Background: an optimization exercise with open tools, aiming at small area. Do not read the settings as production practice. At most, simulation tests tie the RTL to the original design; equivalence was not proved. Power and IR drop assume default switching activity.

==> job 830 <==
==> flow/design.v (excerpt) <==
module trfu (
    input  wire        clk,
    input  wire        rst,        
    input  wire        line_in,    
    output wire        line_out,   
    output wire        line_oe,    
    input  wire [15:0] addr,
    input  wire [7:0]  wdata,
    input  wire        we,
    input  wire        re,
    output reg  [7:0]  rdata,
    output wire        exit_app
);
export LEC_CHECK = 0
export CAP_MARGIN = 20
export CORE_MARGIN = 2
export CORE_UTILIZATION = 70
export SLEW_MARGIN = 20
export SYNTH_HIERARCHICAL = 1
create_clock -name core_clock -period 10.0 [get_ports {clk}]
standard.sh (not shown) runs the stock make flow with config.mk's settings and CLKGATE_MAP_FILE= SYNTH_SCRIPT=/design/flow/synth_recipe.tcl, a recipe that flattens the netlist after the stock synthesis.
==> flow/flow/run.sh <==
#!/bin/bash
# Layout: the standard flow (standard.sh: all ORFS steps, standard
# synthesis, power grid and tap cells) with two settings passed through
# ORFS's own variables:
#  - the buffers that global placement puts on the ports are buf_2 cells;
#  - clock tree synthesis clusters up to 25 sinks within 100 um per leaf
#    buffer and inserts no dummy loads.
# The whole make output goes to standard.log in this folder; ORFS keeps
# each step's own log under orfs/logs/.
set -euo pipefail
export BUFFER_PORTS_ARGS="-buffer_cell sky130_fd_sc_hd__buf_2"
export CTS_ARGS="-sink_clustering_enable -repair_clock_nets -dont_use_dummy_load -sink_clustering_size 25 -sink_clustering_max_diameter 100"
bash standard.sh > standard.log 2>&1
==> job 2129 (differences from job 830) <==
--- a/flow/design.v
+++ b/flow/design.v
@@ -39,13 +39,12 @@
     reg [3:0]  event_r;
     reg [4:0] rot;
     reg [7:0] rxring [0:31];
     reg [7:0] txring [0:31];
     reg [7:0] pend;
     reg       pflag;
-    wire idle  = ~phase[2] & ~phase[1] & ~phase[0];
     wire recov = ~phase[2] & ~phase[1] & phase[0];
     wire recv  = phase[1] & ~phase[0];
     wire held  = phase[1] & phase[0];
     wire txing = phase[2] & ~phase[0];
     assign exit_app = phase[2] & phase[0];
     assign line_oe  = txing;
@@ -67,19 +66,12 @@
     wire [10:0] wn_lo;           
     generate for (gi = 0; gi < 11; gi = gi + 1) begin : WSUB
         assign t_w[gi]  = t_p[gi] ^ p8n[gi] ^ wc[gi];
         assign wn_lo[gi] = ~(t_p[gi] ^ p8n[gi] ^ wc[gi]);
         assign wc[gi+1] = (t_p[gi] & p8n[gi]) | (wc[gi] & (t_p[gi] ^ p8n[gi]));
     end endgenerate
-    wire [5:0] b1;
-    wire [6:0] bc;
-    assign bc[0] = 1'b1;
-    generate for (gi = 0; gi < 6; gi = gi + 1) begin : BINC
-        assign b1[gi]   = bidx[gi] ^ bc[gi];
-        assign bc[gi+1] = bidx[gi] & bc[gi];
-    end endgenerate
     wire [11:0] c1;
     wire [12:0] cc;
     assign cc[0] = 1'b1;
     generate for (gi = 0; gi < 12; gi = gi + 1) begin : CINC
         assign c1[gi]   = cnt[gi] ^ cc[gi];
         assign cc[gi+1] = cnt[gi] & cc[gi];
@@ -99,50 +91,38 @@
     end endgenerate
     wire w_hit = gw[12];
     wire rx   = line_in;
     wire fall = prev & ~rx;
     wire rise = ~prev & rx;
     wire [10:0] lowrun1 = prev ? 11'd0 : a1;
-    wire lr_hit = ~prev & (a1 == t_p);
-    wire p2_hit = ~c1[0] & (c1[11:1] == t_p);
+    wire lr_hit = (lowrun1 == t_p);
+    wire p2_hit = (c1 == {t_p, 1'b0});
     wire c_3000 = c1[11] & c1[9] & c1[8] & c1[7] & c1[5] & c1[4] & c1[3];
     wire c_1000 = c1[9] & c1[8] & c1[7] & c1[6] & c1[5] & c1[3];
     wire [5:0] rxlen = (held | txing) ? bidx : 6'd0;
     wire       low12 = (addr[11:5] == 7'd0);
     wire       page0 = (addr[15:12] == 4'h0) && low12;
     wire       rd_rx = (addr[15:12] == 4'h1) && low12;
     wire       rd_tx = (addr[15:12] == 4'h2) && low12;
-    wire [1:0] slo;
-    wire       slc1, slc2;
-    assign slo[0] = addr[0] ^ rot[0];
-    assign slc1   = addr[0] & rot[0];
-    assign slo[1] = addr[1] ^ rot[1] ^ slc1;
-    assign slc2   = (addr[1] & rot[1]) | (slc1 & (addr[1] ^ rot[1]));
-    wire [2:0] shi;
-    wire [3:0] shc;
-    assign shc[0] = 1'b0;
-    generate for (gi = 0; gi < 3; gi = gi + 1) begin : SHI
-        assign shi[gi]   = addr[gi+2] ^ rot[gi+2] ^ shc[gi];
-        assign shc[gi+1] = (addr[gi+2] & rot[gi+2]) | (shc[gi] & (addr[gi+2] ^ rot[gi+2]));
-    end endgenerate
-    wire [3:0] dlo  = 4'd1 << slo;
-    wire [7:0] dhi0 = 8'd1 << shi;
-    wire [7:0] dhi  = slc2 ? {dhi0[6:0], dhi0[7]} : dhi0;
-    wire [31:0] dec;
-    generate for (gi = 0; gi < 32; gi = gi + 1) begin : DEC
-        assign dec[gi] = dhi[gi / 4] & dlo[gi % 4];
+    wire [4:0] slot;
+    wire [5:0] sc5;
+    assign sc5[0] = 1'b0;
+    generate for (gi = 0; gi < 5; gi = gi + 1) begin : SLOT
+        assign slot[gi]  = addr[gi] ^ rot[gi] ^ sc5[gi];
+        assign sc5[gi+1] = (addr[gi] & rot[gi]) | (sc5[gi] & (addr[gi] ^ rot[gi]));
     end endgenerate
+    wire [31:0] dec  = 32'd1 << slot;
     wire [255:0] rx_flat, tx_flat;
     generate for (gi = 0; gi < 32; gi = gi + 1) begin : FLAT
         assign rx_flat[8*gi+7:8*gi] = rxring[gi];
         assign tx_flat[8*gi+7:8*gi] = txring[gi];
     end endgenerate
     wire [7:0] rx_rd, tx_raw;
     trfu_aomux #(.N(32)) u_rxmux (.d(rx_flat), .sel(dec), .y(rx_rd));
     trfu_aomux #(.N(32)) u_txmux (.d(tx_flat), .sel(dec), .y(tx_raw));
-    wire [7:0] tx_rd = tx_raw ^ {8{slo[0]}};    
+    wire [7:0] tx_rd = tx_raw ^ {8{slot[0]}};
     wire [31:0] rsel = 32'd1 << addr[4:0];
     wire [7:0] reg_rd;
     trfu_aoterms #(.T(21)) u_reg0 (.a({rsel[26], txlen[8], txlen[0], txck[0], txseq[0], rxlen[0], rxck[0], rxseq[0], t_p[8], t_p[0], t_w[8], t_w[0], t_q[8], t_q[0], t_l[8], t_l[0], t_h[8], t_h[0], retry[0], event_r[0], phase[0]}),
         .s({rsel[26], rsel[21], rsel[20], rsel[19], rsel[18], rsel[16], rsel[15], rsel[14], rsel[13], rsel[12], rsel[11], rsel[10], rsel[9], rsel[8], rsel[7], rsel[6], rsel[5], rsel[4], rsel[3], rsel[2], rsel[1]}), .y(reg_rd[0]));
     trfu_aoterms #(.T(21)) u_reg1 (.a({rsel[27], rsel[26], txlen[9], txlen[1], txck[1], txseq[1], rxlen[1], rxck[1], rxseq[1], t_p[9], t_p[1], t_w[9], t_w[1], t_q[1], t_l[9], t_l[1], t_h[9], t_h[1], retry[1], event_r[1], phase[1]}),
         .s({rsel[27], rsel[26], rsel[21], rsel[20], rsel[19], rsel[18], rsel[16], rsel[15], rsel[14], rsel[13], rsel[12], rsel[11], rsel[10], rsel[8], rsel[7], rsel[6], rsel[5], rsel[4], rsel[3], rsel[2], rsel[1]}), .y(reg_rd[1]));
@@ -215,26 +195,25 @@
     reg [7:0]  rxseq_n, rxck_n, txseq_n, txck_n;
     reg [15:0] txlen_n;
     reg [2:0]  retry_n;
     reg [3:0]  event_n;
     reg        rx_put;
     reg        tx_we;
-    reg        ck_en;
-    reg        go_exit, go_held, tx_done;    
+    reg        ck_en;           
     reg [7:0]  srs;
     wire       ck_clr = txing ? (field == 6'd58) : (fs == FS_START);
     wire [7:0] srs_w = {~fall, sr[7:1]};
     wire [7:0] ck_op = txing ? fbyte : srs_w;
     wire [7:0] ck_x   = (ck_clr ? 8'h00 : ck) ^ ck_op;
     task spend_retry(input [3:0] code);
         begin
             event_n = code;
             retry_n = retry + 3'd1;
             if (retry[1] & retry[0]) begin
                 event_n = 4'd10;
-                phase_n = PH_EXITED; go_exit = 1'b1;
+                phase_n = PH_EXITED;
             end else begin
                 phase_n = PH_RECOVER;
                 st_n    = 2'd0;
                 cnt_n   = 12'd0;
             end
         end
@@ -265,21 +244,21 @@
                 end
                 FS_BODY: begin
                     if (bidx[5]) begin
                         fs_n = FS_START;
                     end else begin
                         rx_put = 1'b1;
-                        bidx_n = b1;
-                        if (b1 == lenw) fs_n = FS_CKSUM;
+                        bidx_n = bidx + 6'd1;
+                        if (bidx + 6'd1 == lenw) fs_n = FS_CKSUM;
                     end
                 end
                 default: begin  
                     if (b == ck) begin
                         rxseq_n = seqw;
                         rxck_n  = b;
-                        phase_n = PH_HELD; go_held = 1'b1;
+                        phase_n = PH_HELD;
                     end
                     fs_n = FS_START;
                 end
             endcase
         end
     endtask
@@ -317,15 +296,12 @@
         txck_n    = txck;
         retry_n   = retry;
         event_n   = event_r;
         rx_put    = 1'b0;
         tx_we     = 1'b0;
         ck_en     = 1'b0;
-        go_exit   = 1'b0;
-        go_held   = 1'b0;
-        tx_done   = 1'b0;
         srs       = {1'b0, sr[7:1]};
         if (recov) begin
             if (rx == st[0]) begin            
                 st_n  = st + 2'd1;
                 cnt_n = 12'd0;
                 if (st == 2'd2) aux_n = c1[10:0];
@@ -370,13 +346,13 @@
                         cnt_n = 12'd0;
                     end else if (!rx && lr_hit) begin
                         if (st[0]) begin
                             spend_retry(4'd7);
                         end else begin
                             event_n = 4'd9;
-                            phase_n = PH_EXITED; go_exit = 1'b1;
+                            phase_n = PH_EXITED;
                         end
                     end else if (!st[0] && p2_hit) begin
                         spend_retry(4'd8);
                     end
                 end
             endcase
@@ -385,13 +361,13 @@
             if (c1[9:0] == dur) begin
                 cnt_n = 12'd0;
                 if (is_trailer) begin
                     txck_n  = sr;
                     txlen_n = 16'd0;
                     event_n = 4'd14;
-                    phase_n = PH_RECOVER; tx_done = 1'b1;
+                    phase_n = PH_RECOVER;
                     st_n    = 2'd0;
                 end else if (last_seg) begin
                     st_n  = 2'd0;
                     aux_n = a1;
                     if (byte_end && !d_last) begin
                         sr_n  = fbyte;
@@ -407,48 +383,48 @@
         end
         if (we) begin
             if (addr == 16'h0000) begin
                 case (wdata)
                     8'h00: ;
                     8'h01: begin  
-                        if (idle | exit_app | go_exit) begin
+                        if (phase_n == PH_IDLE || phase_n == PH_EXITED) begin
                             retry_n  = 3'd0;
                             tvalid_n = 1'b0;
                             event_n  = 4'd0;
                             phase_n  = PH_RECOVER;
                             st_n     = 2'd0;
                             cnt_n    = 12'd0;
                         end else begin
                             event_n = 4'd12;
                         end
                     end
                     8'h02: begin  
-                        if (!(held | go_held)) begin
+                        if (phase_n != PH_HELD) begin
                             event_n = 4'd12;
                         end else if (txlen[15:6] != 10'd0 || (txlen[5] && txlen[4:0] != 5'd0)) begin
                             event_n = 4'd13;
                         end else begin
                             phase_n = PH_TRANSMIT;
                             st_n    = 2'd0;
                             cnt_n   = 12'd0;
                             aux_n   = 11'd959;
                         end
                     end
                     8'h03: begin  
-                        if (held | go_held) begin
+                        if (phase_n == PH_HELD) begin
                             phase_n = PH_RECOVER;
                             st_n    = 2'd0;
                             cnt_n   = 12'd0;
                         end else begin
                             event_n = 4'd12;
                         end
                     end
                     8'h04: phase_n = PH_IDLE;  
                     default: event_n = 4'd11;
                 endcase
-            end else if (!txing | tx_done) begin
+            end else if (phase_n != PH_TRANSMIT) begin
                 if (addr == 16'h0012) txseq_n = wdata;
                 if (addr == 16'h0014) txlen_n[7:0] = wdata;
                 if (addr == 16'h0015) txlen_n[15:8] = wdata;
                 if (rd_tx) tx_we = 1'b1;
             end
         end
@@ -490,40 +466,26 @@
         fs      <= fs_n;
         if (ck_en) ck <= ck_x;
         seqw    <= seqw_n;
         lenw    <= lenw_n;
         bidx    <= bidx_n;
     end
-    wire [4:0] rx_x = txing ? field[4:0] : bidx[4:0];
-    wire [4:0] rsum;
-    wire [5:0] rsc;
-    assign rsc[0] = 1'b0;
-    generate for (gi = 0; gi < 5; gi = gi + 1) begin : RADD
-        assign rsum[gi]  = rot[gi] ^ rx_x[gi] ^ rsc[gi];
-        assign rsc[gi+1] = (rot[gi] & rx_x[gi]) | (rsc[gi] & (rot[gi] ^ rx_x[gi]));
-    end endgenerate
-    wire rsum0 = (rsum == 5'd0);
-    wire [4:0] rot1;
-    wire [5:0] r1c;
-    assign r1c[0] = 1'b1;
-    generate for (gi = 0; gi < 5; gi = gi + 1) begin : RINC
-        assign rot1[gi]  = rot[gi] ^ r1c[gi];
-        assign r1c[gi+1] = rot[gi] & r1c[gi];
-    end endgenerate
-    wire rx_ins  = pflag && !txing && rsum0;
-    wire tx_take = txing && rsum0;             
+    wire [4:0] rb = rot + bidx[4:0];
+    wire [4:0] rf = rot + field[4:0];
+    wire rx_ins  = pflag && (rb == 5'd0);
+    wire tx_take = txing && (rf == 5'd0);      
     wire [31:0] tx_hit = {dec[30:0], dec[31]} & {32{tx_we}};
     wire [7:0] wd_n = ~wdata;
     wire [255:0] tx_next;
     generate for (gi = 0; gi < 32; gi = gi + 1) begin : TXR
         trfu_mx2i u_m [7:0] (.a0(txring[(gi + 31) % 32]), .a1((gi % 2) ? wdata : wd_n),
                              .s(tx_hit[gi]), .y(tx_next[8*gi+7:8*gi]));
     end endgenerate
     integer k;
     always @(posedge clk) begin
-        rot <= rot1;
+        rot <= rot + 5'd1;
         for (k = 0; k < 32; k = k + 1) txring[k] <= tx_next[8*k +: 8];
         for (k = 31; k > 0; k = k - 1) rxring[k] <= rxring[k-1];
         rxring[0] <= rx_ins ? pend : rxring[31];
         if (rx_put)       pend <= srs;
         else if (tx_take) pend <= ~txring[1];
         pflag <= rx_put | (pflag & !rx_ins);
==> flow/run.sh (new file) <==
#!/bin/bash
# synth_recipe.tcl (not shown) runs the flow's synth.tcl, then flattens the netlist and writes it again
# the make line also repeats each setting of config.mk as NAME=value (left out here)
make -C /OpenROAD-flow-scripts/flow DESIGN_CONFIG=/design/flow/config.mk WORK_HOME=/design/flow/orfs CLKGATE_MAP_FILE= SYNTH_SCRIPT=/design/flow/synth_recipe.tcl finish
- CORE_UTILIZATION: 70 -> 40
- CTS_CLUSTER_DIAMETER: unset -> 100
- CTS_CLUSTER_SIZE: unset -> 30
removed: flow/flow/run.sh
removed: flow/standard.sh
==> job 388 (differences from job 830) <==
--- a/flow/design.v
+++ b/flow/design.v
@@ -108,41 +108,29 @@
     wire c_1000 = c1[9] & c1[8] & c1[7] & c1[6] & c1[5] & c1[3];
     wire [5:0] rxlen = (held | txing) ? bidx : 6'd0;
     wire       low12 = (addr[11:5] == 7'd0);
     wire       page0 = (addr[15:12] == 4'h0) && low12;
     wire       rd_rx = (addr[15:12] == 4'h1) && low12;
     wire       rd_tx = (addr[15:12] == 4'h2) && low12;
-    wire [1:0] slo;
-    wire       slc1, slc2;
-    assign slo[0] = addr[0] ^ rot[0];
-    assign slc1   = addr[0] & rot[0];
-    assign slo[1] = addr[1] ^ rot[1] ^ slc1;
-    assign slc2   = (addr[1] & rot[1]) | (slc1 & (addr[1] ^ rot[1]));
-    wire [2:0] shi;
-    wire [3:0] shc;
-    assign shc[0] = 1'b0;
-    generate for (gi = 0; gi < 3; gi = gi + 1) begin : SHI
-        assign shi[gi]   = addr[gi+2] ^ rot[gi+2] ^ shc[gi];
-        assign shc[gi+1] = (addr[gi+2] & rot[gi+2]) | (shc[gi] & (addr[gi+2] ^ rot[gi+2]));
-    end endgenerate
-    wire [3:0] dlo  = 4'd1 << slo;
-    wire [7:0] dhi0 = 8'd1 << shi;
-    wire [7:0] dhi  = slc2 ? {dhi0[6:0], dhi0[7]} : dhi0;
-    wire [31:0] dec;
-    generate for (gi = 0; gi < 32; gi = gi + 1) begin : DEC
-        assign dec[gi] = dhi[gi / 4] & dlo[gi % 4];
+    wire [4:0] slot;
+    wire [5:0] sc5;
+    assign sc5[0] = 1'b0;
+    generate for (gi = 0; gi < 5; gi = gi + 1) begin : SLOT
+        assign slot[gi]  = addr[gi] ^ rot[gi] ^ sc5[gi];
+        assign sc5[gi+1] = (addr[gi] & rot[gi]) | (sc5[gi] & (addr[gi] ^ rot[gi]));
     end endgenerate
+    wire [31:0] dec  = 32'd1 << slot;
     wire [255:0] rx_flat, tx_flat;
     generate for (gi = 0; gi < 32; gi = gi + 1) begin : FLAT
         assign rx_flat[8*gi+7:8*gi] = rxring[gi];
         assign tx_flat[8*gi+7:8*gi] = txring[gi];
     end endgenerate
     wire [7:0] rx_rd, tx_raw;
     trfu_aomux #(.N(32)) u_rxmux (.d(rx_flat), .sel(dec), .y(rx_rd));
     trfu_aomux #(.N(32)) u_txmux (.d(tx_flat), .sel(dec), .y(tx_raw));
-    wire [7:0] tx_rd = tx_raw ^ {8{slo[0]}};    
+    wire [7:0] tx_rd = tx_raw ^ {8{slot[0]}};
     wire [31:0] rsel = 32'd1 << addr[4:0];
     wire [7:0] reg_rd;
     trfu_aoterms #(.T(21)) u_reg0 (.a({rsel[26], txlen[8], txlen[0], txck[0], txseq[0], rxlen[0], rxck[0], rxseq[0], t_p[8], t_p[0], t_w[8], t_w[0], t_q[8], t_q[0], t_l[8], t_l[0], t_h[8], t_h[0], retry[0], event_r[0], phase[0]}),
         .s({rsel[26], rsel[21], rsel[20], rsel[19], rsel[18], rsel[16], rsel[15], rsel[14], rsel[13], rsel[12], rsel[11], rsel[10], rsel[9], rsel[8], rsel[7], rsel[6], rsel[5], rsel[4], rsel[3], rsel[2], rsel[1]}), .y(reg_rd[0]));
     trfu_aoterms #(.T(21)) u_reg1 (.a({rsel[27], rsel[26], txlen[9], txlen[1], txck[1], txseq[1], rxlen[1], rxck[1], rxseq[1], t_p[9], t_p[1], t_w[9], t_w[1], t_q[1], t_l[9], t_l[1], t_h[9], t_h[1], retry[1], event_r[1], phase[1]}),
         .s({rsel[27], rsel[26], rsel[21], rsel[20], rsel[19], rsel[18], rsel[16], rsel[15], rsel[14], rsel[13], rsel[12], rsel[11], rsel[10], rsel[8], rsel[7], rsel[6], rsel[5], rsel[4], rsel[3], rsel[2], rsel[1]}), .y(reg_rd[1]));
@@ -490,30 +478,31 @@
         fs      <= fs_n;
         if (ck_en) ck <= ck_x;
         seqw    <= seqw_n;
         lenw    <= lenw_n;
         bidx    <= bidx_n;
     end
-    wire [4:0] rx_x = txing ? field[4:0] : bidx[4:0];
-    wire [4:0] rsum;
-    wire [5:0] rsc;
-    assign rsc[0] = 1'b0;
+    wire [4:0] rb, rf;
+    wire [5:0] rbc, rfc;
+    assign rbc[0] = 1'b0;
+    assign rfc[0] = 1'b0;
     generate for (gi = 0; gi < 5; gi = gi + 1) begin : RADD
-        assign rsum[gi]  = rot[gi] ^ rx_x[gi] ^ rsc[gi];
-        assign rsc[gi+1] = (rot[gi] & rx_x[gi]) | (rsc[gi] & (rot[gi] ^ rx_x[gi]));
+        assign rb[gi]    = rot[gi] ^ bidx[gi] ^ rbc[gi];
+        assign rbc[gi+1] = (rot[gi] & bidx[gi]) | (rbc[gi] & (rot[gi] ^ bidx[gi]));
+        assign rf[gi]    = rot[gi] ^ field[gi] ^ rfc[gi];
+        assign rfc[gi+1] = (rot[gi] & field[gi]) | (rfc[gi] & (rot[gi] ^ field[gi]));
     end endgenerate
-    wire rsum0 = (rsum == 5'd0);
     wire [4:0] rot1;
     wire [5:0] r1c;
     assign r1c[0] = 1'b1;
     generate for (gi = 0; gi < 5; gi = gi + 1) begin : RINC
         assign rot1[gi]  = rot[gi] ^ r1c[gi];
         assign r1c[gi+1] = rot[gi] & r1c[gi];
     end endgenerate
-    wire rx_ins  = pflag && !txing && rsum0;
-    wire tx_take = txing && rsum0;             
+    wire rx_ins  = pflag && (rb == 5'd0);
+    wire tx_take = txing && (rf == 5'd0);      
     wire [31:0] tx_hit = {dec[30:0], dec[31]} & {32{tx_we}};
     wire [7:0] wd_n = ~wdata;
     wire [255:0] tx_next;
     generate for (gi = 0; gi < 32; gi = gi + 1) begin : TXR
         trfu_mx2i u_m [7:0] (.a0(txring[(gi + 31) % 32]), .a1((gi % 2) ? wdata : wd_n),
                              .s(tx_hit[gi]), .y(tx_next[8*gi+7:8*gi]));
==> flow/flow/run.sh (replaced) <==
#!/bin/bash
# Layout: the standard flow (standard.sh, all ORFS steps, standard
# synthesis) with two settings passed through ORFS's own variables:
#  - the port buffers that global placement adds are buf_1 cells;
#  - clock tree synthesis clusters up to 25 sinks within 100 um per leaf
#    buffer and inserts no dummy loads.
# The whole make output goes to standard.log in this folder; ORFS keeps
# each step's own log under orfs/logs/.
set -euo pipefail
export BUFFER_PORTS_ARGS="-buffer_cell sky130_fd_sc_hd__buf_1"
export CTS_ARGS="-sink_clustering_enable -repair_clock_nets -dont_use_dummy_load -sink_clustering_size 25 -sink_clustering_max_diameter 100"
bash standard.sh > standard.log 2>&1
- CORE_UTILIZATION: 70 -> 40
- GPL_TIMING_DRIVEN: unset -> 0
==> comparison table <==
	job 830	job 388	job 2129
Metal-1 WL	32100 µm	39700 µm	39100 µm
Startpoint of the worst hold path	rxring[29][0]$_DFF_P_	rxring[22][7]$_DFF_P_	rxring[30][4]$_DFF_P_
Sequential area share after synthesis	51.0%	50.8%	50.7%
Proportion of power drawn by flip-flops and latches	64.1%	58.6%	56.1%
Core outline area	38400 µm²	67300 µm²	67300 µm²
Run status	no timing/DRC/antenna violations	no timing/DRC/antenna violations	no timing/DRC/antenna violations
Highest clock rate	0.103 GHz	0.103 GHz	0.102 GHz
Relative area of non-clock buffer cells in the final design	2.10%	2.91%	4.24%
Path length in cells of the critical path	25	27	24
Clock-pin slew on the worst setup and hold paths	110 ps	90 ps	120 ps
Placed cell area	28100 µm²	29100 µm²	29500 µm²
CP most frequent cell	sky130_fd_sc_hd__fa_1	sky130_fd_sc_hd__fa_2	sky130_fd_sc_hd__fa_1
Combinational power share	3.4%	10.1%	12.8%
Function not checked in job 2129 and job 388: the RTL went through the layout flow alone.

==> afterwards: timing with drivers on the ports <==
The results above use ideal ports. As a check the final layouts listed here were re-extracted and re-timed, cells and wires unchanged. Step 1, drivers: a clkbuf_16 drives clk and a buf_2 each remaining input, both assumed. Step 2 also shifts input and output timing later by t, the mid clock arrival at the registers, as if the neighbouring blocks saw the same clock. a / b / c = ideal ports / drivers / drivers and shift; a / b = the first two.
run	t, ns	slack for setup (ns)	worst setup path at the end	slew at the worst register clock pin (ns)	cell pins on the clock port's net
job 830	0.683	0.260 / 0.203 / 0.844	input to output	0.12 / 0.12	1
job 2129	0.704	0.216 / 0.157 / 0.263	input to output	0.12 / 0.12	1
job 388	0.627	0.247 / 0.180 / 0.296	input to output	0.11 / 0.11	1
After both steps every run listed still meets setup and hold.
